Source: an optimization exercise on an open RTL-to-GDS flow (aim: small area, a short achievable clock period and few clock cycles per item). Production flows keep margins and buffers that such runs may drop.
Function was checked by simulation only, so behaviour that the tests miss may differ from the original.

// ntc_temp
module ntc_temp (
    input  wire        clk,
    input  wire        rst,
    input  wire        start,
    input  wire [15:0] vref,
    input  wire [15:0] vntc,
    input  wire [31:0] toff,
    output wire        ready,
    output wire        done,
    output reg         err,
    output wire [31:0] result
);
For scale: roughly 2000 cells after synthesis, about 160 flip-flops, about 100 I/O pins.
Settings: LEC_CHECK=0, ABC_CLOCK_PERIOD_IN_PS=5000, CAP_MARGIN=20, CORE_MARGIN=2, CORE_UTILIZATION=40, PLACE_DENSITY=0.6, SETUP_SLACK_MARGIN=5, SLEW_MARGIN=20; clock period 11.0 ns.
run.sh (not shown) runs the stock make flow with config.mk's settings and CLKGATE_MAP_FILE= SYNTH_SCRIPT=/design/flow/synth_recipe.tcl, a recipe that flattens the netlist after the stock synthesis.
Testbench counts at the start, summed over its fixed seeds: cycles 74,047, items 1,600.
Next try:
Settings changed: ABC_CLOCK_PERIOD_IN_PS 5000 to default, SETUP_SLACK_MARGIN 5 to default.
After rerunning:
- The new run ran to the end with no violations
- worst setup slack got worse by 2.0 ns
- cell area went down by about a fifth
- wire length shrinks by about a fifth
- non-clock buffer count came out lower by 193
- maximum frequency decreases by about a fifth


The RTL this note starts from:
==> flow/design.v <==
module ntc_temp (
    input  wire        clk,
    input  wire        rst,
    input  wire        start,
    input  wire [15:0] vref,
    input  wire [15:0] vntc,
    input  wire [31:0] toff,
    output wire        ready,
    output wire        done,
    output reg         err,
    output reg  [31:0] result
);
    localparam [2:0] S_IDLE = 3'd0, S_NORM = 3'd1, S_LN = 3'd2, S_DIV = 3'd3, S_FIN = 3'd4, S_DONE = 3'd5;
    localparam [36:0] K1M  = 37'd45713176761;    
    localparam [36:0] LN2  = 37'd2977044472;     
    localparam [36:0] NLN2 = ~LN2 + 37'd1;       
    localparam [37:0] NC273 = ~38'd17901158 + 38'd1;   
    reg  [2:0]  state;
    reg  [4:0]  k;
    reg  [37:0] g;         
    reg  [15:0] t;
    reg  [36:0] acc;       
    reg  [13:0] q;         
    wire [29:0] qq = {t, q};
    wire is_idle = (state == S_IDLE);
    wire is_norm = (state == S_NORM);
    wire is_ln   = (state == S_LN);
    wire is_div  = (state == S_DIV);
    wire is_fin  = (state == S_FIN);
    wire is_done = (state == S_DONE);
    assign ready = is_idle | is_done;
    assign done  = is_done;
    wire a_zero = (g[32:17] == 16'd0);
    wire b_zero = (t == 16'd0);
    wire a_n    = g[32];
    wire b_n    = t[15];
    wire init   = is_norm & a_n & b_n;
    wire a_ge_b = (g[32:17] >= t);
    function [36:0] lnc;
        input [4:0] kk;
        begin
            case (kk)
                5'd0:  lnc = 37'd2977044472;
                5'd1:  lnc = 37'd1741459379;
                5'd2:  lnc = 37'd958394255;
                5'd3:  lnc = 37'd505874286;
                5'd4:  lnc = 37'd260380768;
                5'd5:  lnc = 37'd132163268;
                5'd6:  lnc = 37'd66589974;
                5'd7:  lnc = 37'd33424039;
                5'd8:  lnc = 37'd16744533;
                5'd9:  lnc = 37'd8380427;
                5'd10: lnc = 37'd4192257;
                5'd11: lnc = 37'd2096640;
                5'd12: lnc = 37'd1048448;
                5'd13: lnc = 37'd524256;
                5'd14: lnc = 37'd262136;
                5'd15: lnc = 37'd131070;
                default: lnc = 37'd1 << (6'd32 - {1'b0, kk});
            endcase
        end
    endfunction
    reg [4:0] kstop;
    always @(*) begin
        casez (acc[36:29])
            8'b1???????: kstop = 5'd16;
            8'b011?????: kstop = 5'd17;
            8'b010?????: kstop = 5'd18;
            8'b0011????: kstop = 5'd19;
            8'b0010????: kstop = 5'd20;
            8'b00011???: kstop = 5'd21;
            8'b00010???: kstop = 5'd22;
            8'b000011??: kstop = 5'd23;
            8'b000010??: kstop = 5'd24;
            8'b0000011?: kstop = 5'd25;
            8'b0000010?: kstop = 5'd27;
            8'b00000011: kstop = 5'd28;
            8'b00000010: kstop = 5'd29;
            default:     kstop = 5'd30;
        endcase
    end
    wire last = is_ln & (k >= kstop);
    reg [37:0] rem0;
    reg [6:0]  mark;
    always @(*) begin
        if      (acc >= 37'd56908316672) begin rem0 = 38'd113413980160; mark = 7'b1000000; end
        else if (acc >= 37'd28454158336) begin rem0 = 38'd56706990080;  mark = 7'b0100000; end
        else if (acc >= 37'd14227079168) begin rem0 = 38'd28353495040;  mark = 7'b0010000; end
        else if (acc >= 37'd7113539584)  begin rem0 = 38'd14176747520;  mark = 7'b0001000; end
        else if (acc >= 37'd3556769792)  begin rem0 = 38'd7088373760;   mark = 7'b0000100; end
        else if (acc >= 37'd1778384896)  begin rem0 = 38'd3544186880;   mark = 7'b0000010; end
        else                             begin rem0 = 38'd1772093440;   mark = 7'b0000001; end
    end
    wire [37:0] sh  = (k[4] == 1'b0) ? (g >> k[3:0]) : 38'd0;
    wire [37:0] cen = 38'd1 << (5'd31 - k);
    wire [37:0] x2  = (is_ln | is_norm) ? sh :
                      is_div ? ~cen :
                      {8'd0, qq};
    wire [37:0] m   = is_div ? {1'b0, acc} :
                      is_fin ? {6'd0, result} :
                      (is_ln | a_ge_b) ? {4'd0, t, 18'd0} : {5'd0, t, 17'd0};
    wire [37:0] mn  = ~m;
    wire [37:0] sv  = g ^ x2 ^ mn;
    wire [37:0] cv  = (g & x2) | (g & mn) | (x2 & mn);
    wire [37:0] s   = sv + {cv[36:0], is_div} + 38'd1;
    wire        take = ~s[37];
    wire [36:0] acc_add = acc + ((is_norm & ~init) ? (a_n ? LN2 : NLN2) : lnc(k));
    always @(posedge clk) begin
        if (rst) begin
            state <= S_IDLE;
        end else begin
            case (state)
                S_IDLE, S_DONE: state <= start ? S_NORM : S_IDLE;
                S_FIN: state <= S_DONE;
                S_NORM: begin
                    if (a_zero | b_zero) begin
                        err   <= 1'b1;
                        state <= S_DONE;
                    end else if (init) begin
                        state <= S_LN;
                    end
                end
                S_LN:  if (last) state <= S_DIV;
                S_DIV: if (qq[29]) begin
                    err   <= 1'b0;
                    state <= S_FIN;
                end
                default: state <= S_IDLE;
            endcase
        end
    end
    always @(posedge clk) begin
        if (ready)
            g <= {5'd0, vntc, 17'd0};
        else if (last)
            g <= rem0;
        else if (is_div & qq[29])
            g <= NC273;
        else if (is_norm & ~init) begin
            if (~a_n) g <= {g[36:0], 1'b0};
        end else if (take | init)
            g <= {s[36:0], 1'b0};
        else
            g <= {g[36:0], 1'b0};
        if (ready)
            t <= vref;
        else if (init)
            t <= g[32:17];
        else if (last)
            t <= 16'd0;
        else if ((is_norm & ~b_n) | is_div)
            t <= {t[14:0], is_div & q[13]};
        if (ready)
            acc <= K1M;
        else if ((is_norm & ~init & (a_n ^ b_n)) | (init & a_ge_b) | (is_ln & take))
            acc <= acc_add;
        if (ready)
            k <= 5'd0;
        else if (init | (is_ln & ~last))
            k <= k + 5'd1;
        if (last)
            q <= {7'd0, mark};
        else
            q <= {q[12:0], take & is_div};
        if (ready)
            result <= toff;
        else if (is_fin)
            result <= s[31:0];
    end
endmodule
Settings: LEC_CHECK=0, CAP_MARGIN=20, CORE_MARGIN=2, CORE_UTILIZATION=40, PLACE_DENSITY=0.6, SETUP_SLACK_MARGIN=5, SLEW_MARGIN=20, TNS_END_PERCENT=5; clock period 11.0 ns.
The starting point completed without violations.
Testbench counts at the start, summed over its fixed seeds: cycles 75,647, items 1,600.
Edit:
==> flow/flow/run.sh (new file) <==
#!/bin/bash
# Own flow: the standard layout (standard.sh) unchanged, except that the
# port buffers that global placement inserts on every input and output are
# the smallest buffer (buf_1) instead of the resizer's default pick.
set -euo pipefail
sed 's|"\${@:-finish}"|"BUFFER_PORTS_ARGS=-buffer_cell sky130_fd_sc_hd__buf_1" "${@:-finish}"|' standard.sh > standard_buf.sh
grep -q "BUFFER_PORTS_ARGS" standard_buf.sh
bash standard_buf.sh finish > flow_make.log 2>&1
==> flow/standard.sh (new file) <==
#!/bin/bash
# synth_recipe.tcl (not shown) runs the flow's synth.tcl, then flattens the netlist and writes it again
# the make line also repeats each setting of config.mk as NAME=value (left out here)
make -C /OpenROAD-flow-scripts/flow DESIGN_CONFIG=/design/flow/config.mk WORK_HOME=/design/flow/orfs CLKGATE_MAP_FILE= SYNTH_SCRIPT=/design/flow/synth_recipe.tcl "${@:-finish}"
- CORE_UTILIZATION: 40 -> 50
- CTS_BUF_LIST: unset -> sky130_fd_sc_hd__clkbuf_8
- PLACE_DENSITY: 0.6 -> 0.75
- TNS_END_PERCENT: 5 -> unset
removed: flow/run.sh
What happened: Routed wire length shrinks by 6.7%; register-to-register slack gets worse by 0.04 ns; worst hold slack gains 0.0037 ns.
Edit:
==> flow/flow/run.sh (replaced) <==
#!/bin/bash
set -euo pipefail
MARGIN=${MARGIN:-7}
sed "s/SETUP_SLACK_MARGIN=5/SETUP_SLACK_MARGIN=${MARGIN}/" standard.sh > standard_margin.sh
grep -q "SETUP_SLACK_MARGIN=${MARGIN}" standard_margin.sh
bash standard_margin.sh finish > flow_make.log 2>&1
- CTS_BUF_LIST: sky130_fd_sc_hd__clkbuf_8 -> unset
- PLACE_DENSITY: 0.75 -> 0.8
The changed run finished clean.
Wire length came out higher by 19%.
Worst hold slack stays flat.
Worst setup slack improved by 0.11 ns.
Flip-flop and latch count is unchanged.
Via count goes up by 9.5%.
Register-to-register slack improved by 0.11 ns.
Global-route usage climbs by 5.6 points.
Edit:
==> flow/run.sh (new file) <==
#!/bin/bash
# synth_recipe.tcl (not shown) runs the flow's synth.tcl, then flattens the netlist and writes it again
# the make line also repeats each setting of config.mk as NAME=value (left out here)
make -C /OpenROAD-flow-scripts/flow DESIGN_CONFIG=/design/flow/config.mk WORK_HOME=/design/flow/orfs CLKGATE_MAP_FILE= SYNTH_SCRIPT=/design/flow/synth_recipe.tcl finish
- ABC_AREA: unset -> 1
- CORE_UTILIZATION: 50 -> 40
- CTS_BUF_LIST: unset -> sky130_fd_sc_hd__clkbuf_8
- PLACE_DENSITY: 0.8 -> 0.6
removed: flow/flow/run.sh
removed: flow/standard.sh
Result: Global-route usage is lower by 4.1 points; setup slack is better by 0.026 ns; die area is higher by 34%; core utilization is lower by 22 points; count of clock-buffer cells in the layout stays the same; routed wire length is higher by 15%; synthesized cell count is higher by 33%.

-- static timing again, ports no longer ideal --
Ports are ideal in the flow. The routed layouts listed here were re-timed in OpenROAD.
Step 1, drivers: a clkbuf_16 drives clk and a buf_2 each remaining input, both assumed.
Step 2 also shifts input and output timing later by t, the mid clock arrival at the registers, as if the neighbouring blocks saw the same clock.
a / b / c = ideal ports / drivers / drivers and shift; a / b = the first two.
| run | shift t [ns] | setup WS [ns] | worst data-port slew with drivers (ns) |
|---|---|---|---|
| the first run of note 1 | 0.512 | 3.480 / 3.424 / 3.936 | 0.05 |
| the second run of note 1 | 0.514 | 1.518 / 1.464 / 1.979 | 0.06 |
| the first run of note 2 | 0.557 | 5.101 / 5.101 / 5.101 | 0.05 |
| the second run of note 2 | 0.565 | 5.063 / 5.063 / 5.063 | 0.05 |
| the third run of note 2 | 0.531 | 5.168 / 5.168 / 5.168 | 0.05 |
| the fourth run of note 2 | 0.625 | 5.194 / 5.194 / 5.194 | 0.06 |
After both steps setup and hold are still met in every run listed.
